Context: an optimization exercise on an open-source flow, tuned for small area and a short achievable clock period. The choices shown serve that exercise and are no tape-out recipe.
The RTL was checked by simulation tests, not by an equivalence proof against the original design.
No activity file was given, so power comes from the tool's default toggle rates.

Setup of oak:
## pelcod_packer
module pelcod_packer #(
    parameter RAW_MAX = 8
) (
    input  wire       clk,
    input  wire       rst,              
    input  wire [7:0] addr_i,           
    input  wire       sink_present_i,
    input  wire       cmd_valid,
    output wire       cmd_ready,
    input  wire [4:0] cmd_op,
    input  wire [31:0] cmd_arg,
    input  wire       raw_valid,
    output wire       raw_ready,
    input  wire [7:0] raw_data,
    input  wire       raw_last,
    input  wire       raw_none,
    output wire       snk_valid,
    input  wire       snk_ready,
    output wire [7:0] snk_data,
    output wire       snk_first,
    output wire       snk_last,
    output wire       snk_empty,
    input  wire       snk_done,
    input  wire       snk_fail,
    input  wire [7:0] snk_err,
    output wire       st_valid,
    output reg  [2:0] st_code,
    output wire [7:0] st_err
);
make LEC_CHECK=0 ABC_AREA=1 CAP_MARGIN=20 CORE_MARGIN=2 CORE_UTILIZATION=70 CTS_BUF_LIST=sky130_fd_sc_hd__clkbuf_8 SLEW_MARGIN=20 finish   # period 25.0 ns
run.sh (not shown) runs the stock make flow with config.mk's settings and CLKGATE_MAP_FILE= SYNTH_SCRIPT=/design/flow/synth_recipe.tcl, a recipe that flattens the netlist after the stock synthesis.
oak finished every stage and its layout cleared the timing, design-rule and antenna checks.
For pine, these inputs were changed with respect to oak:
==> flow/flow/run.sh (new file) <==
#!/bin/bash
# Standard layout, with small port buffers instead of delay cells.
export BUFFER_PORTS_ARGS="-buffer_cell sky130_fd_sc_hd__buf_2"
bash standard.sh > standard.log 2>&1
==> flow/standard.sh (new file) <==
#!/bin/bash
# synth_recipe.tcl (not shown) runs the flow's synth.tcl, then flattens the netlist and writes it again
# the make line also repeats each setting of config.mk as NAME=value (left out here)
make -C /OpenROAD-flow-scripts/flow DESIGN_CONFIG=/design/flow/config.mk WORK_HOME=/design/flow/orfs CLKGATE_MAP_FILE= SYNTH_SCRIPT=/design/flow/synth_recipe.tcl "${@:-finish}"
removed: flow/run.sh
## What came out
Per the comparison of pine with oak, fmax moved up, data required time at the worst endpoint closely matched the old numbers. Summary of pine over oak: multi-input gate share of total cell area higher; area growth from synthesis to final layout lower; clock skew lower; total power lower. From oak to pine the numbers moved as follows: detailed-routed wire length on met2 decreased by 1200 um relative to the old numbers; clock-buffer cell count increased by 2 relative to the old numbers; total half-perimeter wirelength after legalization and detailed placement decreased by about 8% relative to the old numbers; later-pin clock latency in the skew report decreased by 0.02 ns relative to the old numbers. pine completed end to end with timing, DRC and antenna clean.

== job 240 ==
Another version of the RTL of pelcod_packer (not shown whole).
Size: about 130 flip-flops, ~97 I/O pins, roughly 6400 sq um of cells after synthesis.
clock: 25.0 ns
lec_check: 0
abc_area: 1
cap_margin: 20
core_margin: 2
core_utilization: 55
cts_buf_list: sky130_fd_sc_hd__clkbuf_8
slew_margin: 20
standard.sh (not shown) runs the stock make flow with config.mk's settings and CLKGATE_MAP_FILE= SYNTH_SCRIPT=/design/flow/synth_recipe.tcl, a recipe that flattens the netlist after the stock synthesis.
==> flow/flow/run.sh <==
#!/bin/bash
# Standard layout with these changes:
#  - synthesis: no full/half-adder cell extraction, and abc maps with
#    flow/area.abc (flow/synth_pre.tcl); registers are unchanged;
#  - small port buffers instead of delay cells;
#  - timing repair aimed at a tighter setup slack than the 25 ns clock needs;
#  - clock tree without the dummy loads CTS adds for balancing, with a
#    clkbuf_16 root and clkbuf_4 leaf buffers.
set -e
export BUFFER_PORTS_ARGS="-buffer_cell sky130_fd_sc_hd__buf_2"
export SETUP_SLACK_MARGIN=19
export ADDER_MAP_FILE=
export CTS_ARGS="-sink_clustering_enable -repair_clock_nets -root_buf sky130_fd_sc_hd__clkbuf_16 -buf_list sky130_fd_sc_hd__clkbuf_4 -dont_use_dummy_load"
export FLOW_ABC_SCRIPT=$PWD/flow/area.abc
cat flow/synth_pre.tcl synth_recipe.tcl > synth_abc.tcl
sed "s#SYNTH_SCRIPT=[^ ]*#SYNTH_SCRIPT=$PWD/synth_abc.tcl#" standard.sh > standard_abc.sh
bash standard_abc.sh > standard.log 2>&1
==> flow/flow/area.abc <==
strash
&get -n
&fraig -x
&put
scorr
dc2
strash
&get -n
&dch -f
&nf
&put
strash
dch -f
amap
==> flow/flow/synth_pre.tcl <==
# Prepended to the standard flow's synthesis script: abc maps the combinational logic
# with flow/area.abc (area-oriented mapping) instead of the flow's
# abc_area.script.  abc sees only the combinational logic, so the
# registers stay as the standard synthesis makes them.
proc abc {args} {
  set a {}
  set skip 0
  foreach x $args {
    if { $skip } { set skip 0; continue }
    if { $x eq "-script" } { set skip 1; continue }
    lappend a $x
  }
  yosys abc -script $::env(FLOW_ABC_SCRIPT) {*}$a
}
## Diff of input files: job 9198 against job 240
-- flow/flow/run.sh --
<<< job 240, line 7
#  - clock tree without the dummy loads CTS adds for balancing, with a
#    clkbuf_16 root and clkbuf_4 leaf buffers.
>>> job 9198, line 7
#  - clock tree without the dummy loads CTS adds for balancing.
<<< job 240, line 13
export CTS_ARGS="-sink_clustering_enable -repair_clock_nets -root_buf sky130_fd_sc_hd__clkbuf_16 -buf_list sky130_fd_sc_hd__clkbuf_4 -dont_use_dummy_load"
>>> job 9198, line 12
export CTS_ARGS="-sink_clustering_enable -repair_clock_nets -root_buf sky130_fd_sc_hd__clkbuf_16 -buf_list sky130_fd_sc_hd__clkbuf_4 -dont_use_dummy_load -sink_clustering_size 10"
Results
Area after synthesis essentially unchanged between job 9198 and job 240. Comparing job 9198 against job 240, there is no change at all in placed standard-cell area. As far as routed wire length goes, job 9198 and job 240 are indistinguishable; the numbers are identical. There was hardly any difference in largest incremental delay on the critical path between job 9198 and job 240. From job 9198 to job 240, clock-buffer cell count did not move at all. Delta (job 9198 minus job 240): sum of internal, switching and leakage power barely changed; maximum frequency barely changed; die area barely changed; total vias in the final route barely changed.
## Diff of input files: job 9684 against job 9198
-- flow/flow/run.sh --
<<< job 9198, line 12
export CTS_ARGS="-sink_clustering_enable -repair_clock_nets -root_buf sky130_fd_sc_hd__clkbuf_16 -buf_list sky130_fd_sc_hd__clkbuf_4 -dont_use_dummy_load -sink_clustering_size 10"
>>> job 9684, line 12
export CTS_ARGS="-sink_clustering_enable -repair_clock_nets -buf_list sky130_fd_sc_hd__clkbuf_8 -dont_use_dummy_load"
Findings:
NOTE: post-cts gate resize count in job 9684 exceeds that of job 9198
The total power draw of job 9684 exceeds that of job 9198 by about 5%.
On worst-case vdd ir drop: between job 9198 and job 9684, it ends up lower for job 9198.
The lower number of fill cells in the layout of job 9198 and job 9684 is in job 9684.
Between job 9198 and job 9684, sequential power share is lower for job 9684, job 9198 comes in above that.
Any difference in overall routed net length between job 9684 and job 9198 is small enough to ignore.
Of the two candidates, job 9198 has the better worst path setup slack after routing and job 9684 the worse one.
In job 9684, proportion of power drawn by the clock network is higher than in job 9198.

-- what the ideal ports hide --
In the flow no input, the clock included, has a driving cell. The finished layouts below were timed again as built, in two steps.
Step 1 sets driving cells, clkbuf_16 on the clock port and buf_2 on the other inputs (assumed; they add their load-dependent delay and slew).
Step 2 times the ports against the registers' clock, not the clock port: input delays grow and output delays shrink by t, the midpoint of the rising clock arrivals with the driver on.
a / b / c = ideal / step 1 / step 2; a / b = the first two.
run	shift t [ns]	setup WS [ns]	worst slew at a driven data input, ns
oak	0.513	17.935 / 17.953 / 17.440	0.05
pine	0.497	18.290 / 18.305 / 17.807	0.04
job 240	0.411	19.029 / 18.985 / 18.708	0.04
job 9198	0.411	19.029 / 18.985 / 18.708	0.04
job 9684	0.486	19.009 / 18.970 / 18.684	0.04
After both steps setup and hold are still met in every run listed. For oak, which loses most, drivers alone change the setup slack by +0.018 ns; drivers and shift together by -0.495 ns.
